From an optimization exercise on the open Yosys and OpenROAD flow, aimed at small area, a short achievable clock period and few clock cycles; shortcuts taken in it are not production practice.

==> flow/design.v (excerpt) <==
module huff_tree #(
    parameter K  = 16,   
    parameter FW = 12,   
    parameter SW = 16    
) (
    input  wire           clk,
    input  wire           rst,
    input  wire           cmd_valid,
    output wire           cmd_ready,
    input  wire [4:0]     k_cnt,
    input  wire [K*FW-1:0] freqs,
    output wire           out_valid,
    input  wire           out_ready,
    output wire           out_end,
    output wire [4:0]     out_left,
    output wire [4:0]     out_right,
    output wire [SW-1:0]  out_freq
);
    localparam ID = K/2;    
    integer j;
    reg  [3:0]    prk [0:K-1];    
    reg  [3:0]    pt;             
    reg  [FW-1:0] ft;             
    reg           ftv;            
    reg           plast;          
    reg           pdone;          
    wire [FW-1:0] fte = ftv ? ft : freqs[FW-1:0];
    reg  [K-1:0]  lt;             
    reg  [3:0]    prk_n [0:K-1];  
    reg  [K-1:0]  ohp0, ohp1;     
    always @(*)
        for (j = 0; j < K; j = j + 1) begin
            lt[j] = (j >= k_cnt) ||
                    (fte < freqs[j*FW +: FW]) ||
  ...
For scale: ~230 I/O pins.
export LEC_CHECK = 0
export ABC_CLOCK_PERIOD_IN_PS = 4000
export CAP_MARGIN = 30
export CORE_MARGIN = 2
export CORE_UTILIZATION = 40
export SETUP_SLACK_MARGIN = 5
export SLEW_MARGIN = 40
create_clock -name core_clock -period 10.0 [get_ports {clk}]
run.sh (not shown) runs the stock make flow with config.mk's settings and CLKGATE_MAP_FILE= SYNTH_SCRIPT=/design/flow/synth_recipe.tcl, a recipe that flattens the netlist after the stock synthesis.
The first run finished clean.
Then changed:
CAP_MARGIN = 20   (was 30)
CORE_UTILIZATION = 60   (was 40)
SLEW_MARGIN = 20   (was 40)
What happened: The changed run passed the timing, design-rule and antenna checks; final area goes down by a few percent; clock skew goes up by 0.0031 ns; routed wire length goes up by a few percent; worst setup slack gains 0.021 ns; synthesized area is unchanged; worst hold slack loses 0.013 ns; non-clock buffer count goes down by 46.
Then changed:
ABC_CLOCK_PERIOD_IN_PS = 2500   (was 4000)
What happened: The changed run finished clean; maximum frequency is unchanged; routed wire length is unchanged; core utilization stays the same; cell count stays the same; cell area is unchanged; setup slack does not change; critical path depth is unchanged; global-route usage stays the same.
Function was not checked in any run of this note: the RTL went through the layout flow alone.

========
The RTL this note starts from:
==> flow/design.v <==
module huff_tree #(
    parameter K  = 16,   
    parameter FW = 12,   
    parameter SW = 16    
) (
    input  wire           clk,
    input  wire           rst,
    input  wire           cmd_valid,
    output wire           cmd_ready,
    input  wire [4:0]     k_cnt,
    input  wire [K*FW-1:0] freqs,
    output wire           out_valid,
    input  wire           out_ready,
    output wire           out_end,
    output wire [4:0]     out_left,
    output wire [4:0]     out_right,
    output wire [SW-1:0]  out_freq
);
    localparam ID = K/2;    
    integer j;
    reg  [3:0]    prk [0:K-1];    
    reg  [3:0]    pt;             
    reg           pdone;          
    wire [FW-1:0] ft = freqs[pt*FW +: FW];
    reg  [K-1:0]  lt;             
    always @(*)
        for (j = 0; j < K; j = j + 1)
            lt[j] = (j >= k_cnt) ||
                    (ft < freqs[j*FW +: FW]) ||
                    (ft == freqs[j*FW +: FW] && pt < j);
    reg  [FW-1:0] rf [0:K-1];
    reg  [3:0]    rk [0:K-1];
    reg  [4:0]    rk_k;           
    reg  [4:0]    s;              
    reg           rfb;            
    assign cmd_ready = pdone && !rfb;
    wire   acc = cmd_valid && cmd_ready;
    reg           act;            
    reg           mrf;            
    reg           pend;           
    reg  [4:0]    ih;             
    reg  [SW-1:0] iq [0:ID-1];
    reg  [3:0]    n;              
    reg           o_v, o_e;
    reg  [4:0]    o_l, o_r;
    reg  [SW-1:0] o_f;
    wire [4:0]    lrem = mrf ? rk_k - s : 5'd0;
    wire          vl0 = (lrem != 5'd0);
    wire          vl1 = (lrem[4:1] != 4'd0);
    wire          vi0 = (n != 4'd0);
    wire          vi1 = (n[3:1] != 3'd0);
    wire [3:0]    s1 = s[3:0] + 4'd1;
    reg  [FW-1:0] l0f, l1f;
    reg  [3:0]    l0i, l1i;
    always @(*) begin
        l0f = 0; l1f = 0; l0i = 0; l1i = 0;
        for (j = 0; j < K; j = j + 1) begin
            if (rk[j] == s[3:0]) begin
                l0f = l0f | rf[j];
                l0i = l0i | j;
            end
            if (rk[j] == s1) begin
                l1f = l1f | rf[j];
                l1i = l1i | j;
            end
        end
    end
    wire [SW-1:0] l0 = {{(SW-FW){1'b0}}, l0f};
    wire [SW-1:0] l1 = {{(SW-FW){1'b0}}, l1f};
    wire [SW-1:0] i0 = iq[0];
    wire [SW-1:0] i1 = iq[1];
    wire          last  = (lrem == 5'd1 && n == 4'd0) || (lrem == 5'd0 && n == 4'd1);
    wire          oslot = !o_v || out_ready;
    wire          go_end   = act && oslot && last;
    wire          go_merge = act && oslot && !last;
    wire          ca = vl0 && (!vi0 || l0 <= i0);    
    wire          cb = vl1 && (!vi0 || l1 <= i0);    
    wire          cc = vl0 && (!vi1 || l0 <= i1);    
    wire [SW-1:0] s_ll = l0 + l1;
    wire [SW-1:0] s_li = l0 + i0;
    wire [SW-1:0] s_ii = i0 + i1;
    wire [SW-1:0] sum = ca ? (cb ? s_ll : s_li) : (cc ? s_li : s_ii);
    wire [4:0]    xi = ca ? {1'b0, l0i} : ih;
    wire [4:0]    yi = ca ? (cb ? {1'b0, l1i} : ih) : (cc ? {1'b0, l0i} : ih + 5'd1);
    wire [1:0]    lpop = ca ? (cb ? 2'd2 : 2'd1) : (cc ? 2'd1 : 2'd0);
    wire [1:0]    ipop = 2'd2 - lpop;
    wire [3:0]    wpos = n - ipop;    
    wire [1:0]    lp = go_merge ? lpop : (go_end && vl0) ? 2'd1 : 2'd0;
    wire          lfree = mrf && (s + lp == rk_k);
    wire          start = (!act || go_end) && (pend || acc);
    assign out_valid = o_v;
    assign out_end   = o_e;
    assign out_left  = o_l;
    assign out_right = o_r;
    assign out_freq  = o_f;
    always @(posedge clk) begin
        if (acc)
            for (j = 0; j < K; j = j + 1) begin
                rf[j] <= freqs[j*FW +: FW];
                rk[j] <= prk[j];
            end
        if (cmd_valid && !pdone)
            for (j = 0; j < K; j = j + 1)
                prk[j] <= (pt == 4'd0 ? 4'd0 : prk[j]) + lt[j];
        if (go_merge)
            for (j = 0; j < ID; j = j + 1)
                iq[j] <= (j == wpos) ? sum :
                         (ipop == 2'd0) ? iq[j] :
                         (ipop == 2'd1) ? iq[(j+1) % ID] : iq[(j+2) % ID];
        if (go_merge || go_end) begin
            o_e <= go_end;
            o_l <= go_end ? (vl0 ? {1'b0, l0i} : ih) : xi;
            o_r <= yi;
            o_f <= go_end ? (vl0 ? l0 : i0) : sum;
        end
        if (acc)
            rk_k <= k_cnt;
        if (acc)
            s <= 5'd0;
        else if (mrf)
            s <= s + lp;
        if (rst) begin
            pt    <= 4'd0;
            pdone <= 1'b0;
            rfb   <= 1'b0;
            act   <= 1'b0;
            mrf   <= 1'b0;
            pend  <= 1'b0;
            n     <= 4'd0;
            o_v   <= 1'b0;
        end else begin
            if (acc || !cmd_valid) begin
                pt    <= 4'd0;
                pdone <= 1'b0;
            end else if (!pdone) begin
                if ({1'b0, pt} == k_cnt - 5'd1)
                    pdone <= 1'b1;
                else
                    pt <= pt + 4'd1;
            end
            if (acc)
                rfb <= 1'b1;
            else if (lfree)
                rfb <= 1'b0;
            if (go_merge)
                n <= wpos + 4'd1;
            else if (go_end)
                n <= 4'd0;
            if (go_merge || go_end)
                o_v <= 1'b1;
            else if (out_ready)
                o_v <= 1'b0;
            if (go_merge)
                ih <= ih + ipop;
            if (start) begin
                act  <= 1'b1;
                mrf  <= 1'b1;
                pend <= 1'b0;
                ih   <= pend ? rk_k : k_cnt;
            end else begin
                if (go_end)
                    act <= 1'b0;
                if (acc) begin
                    mrf  <= 1'b0;
                    pend <= 1'b1;
                end else if (go_end) begin
                    mrf  <= 1'b0;
                end
            end
        end
    end
endmodule
==> flow/config.mk <==
export PLATFORM = sky130hd
export DESIGN_NAME = huff_tree
export DESIGN_NICKNAME = huff_tree
export VERILOG_FILES = /design/flow/design.v
export SDC_FILE = /design/flow/constraint.sdc
export NUM_CORES = 4
export LEC_CHECK = 0
export CAP_MARGIN = 30
export CORE_MARGIN = 2
export CORE_UTILIZATION = 40
export SLEW_MARGIN = 40
==> flow/constraint.sdc <==
create_clock -name core_clock -period 10.0 [get_ports {clk}]
set_input_delay 2.0000 -clock core_clock [delete_from_list [all_inputs] [get_ports {clk}]]
set_output_delay 2.0000 -clock core_clock [all_outputs]
set_load 0.01 [all_outputs]
The baseline completed without violations.
Edit:
- ABC_CLOCK_PERIOD_IN_PS: default -> 4000
- SETUP_SLACK_MARGIN: default -> 5
Design area goes up by 17%. Via count goes up by 8.5%. Clock-buffer cell count goes down by 5. Register-to-register slack improves by 2.0 ns.
No run of this note included a check of the RTL's function; only the layout flow was run.

========
Another version of the RTL of huff_tree (not shown whole).
Size: roughly 470 flip-flops, roughly 230 I/O pins, ~0.028 mm2 of cells after synthesis.
Settings: LEC_CHECK=0, ABC_CLOCK_PERIOD_IN_PS=4000, CAP_MARGIN=30, CORE_MARGIN=2, CORE_UTILIZATION=40, SETUP_SLACK_MARGIN=5, SLEW_MARGIN=40; clock period 10.0 ns.
Then changed:
ABC_CLOCK_PERIOD_IN_PS = default   (was 4000)
SETUP_SLACK_MARGIN = default   (was 5)
Effect:
- global-route usage drops by 1.3 points
- utilization drops by 7.4 points
- sequential share of layout area climbs by 5.3 points
- sequential cell count does not change
Function was not checked in any run of this note: the RTL went through the layout flow alone.

## port drivers added, routing unchanged
How much do the figures lean on ideal ports? The routed layouts below were timed once more, with nothing changed but the port constraints. Step 1 (the two cells are an assumption about what drives the block):
set clk [get_ports {clk}]
set_driving_cell -lib_cell sky130_fd_sc_hd__clkbuf_16 $clk
set_driving_cell -lib_cell sky130_fd_sc_hd__buf_2 [delete_from_list [all_inputs] $clk]
Step 2 times the ports against the registers' clock, not the clock port: input delays grow and output delays shrink by t, the midpoint of the rising clock arrivals with the driver on. a / b / c = ideal ports / drivers / drivers and shift; a / b = the first two.
run	shift t [ns]	setup slack, ns	hold slack, ns	worst slew at a driven data input, ns
the first run of note 1	0.680	4.897 / 4.897 / 4.384	0.482 / 0.482 / 0.482	0.09
the second run of note 1	0.714	4.918 / 4.918 / 4.325	0.469 / 0.469 / 0.469	0.14
the third run of note 1	0.714	4.918 / 4.918 / 4.325	0.469 / 0.469 / 0.469	0.14
the first run of note 2	0.694	1.982 / 1.982 / 1.982	0.443 / 0.443 / 0.443	0.04
the second run of note 2	0.686	3.984 / 3.984 / 3.980	0.438 / 0.438 / 0.438	0.07
the first run of note 3	0.665	1.213 / 1.213 / 1.213	0.519 / 0.519 / 0.519	0.12
the second run of note 3	0.657	0.648 / 0.648 / 0.648	0.537 / 0.537 / 0.537	0.09
After both steps every run listed still meets setup and hold.
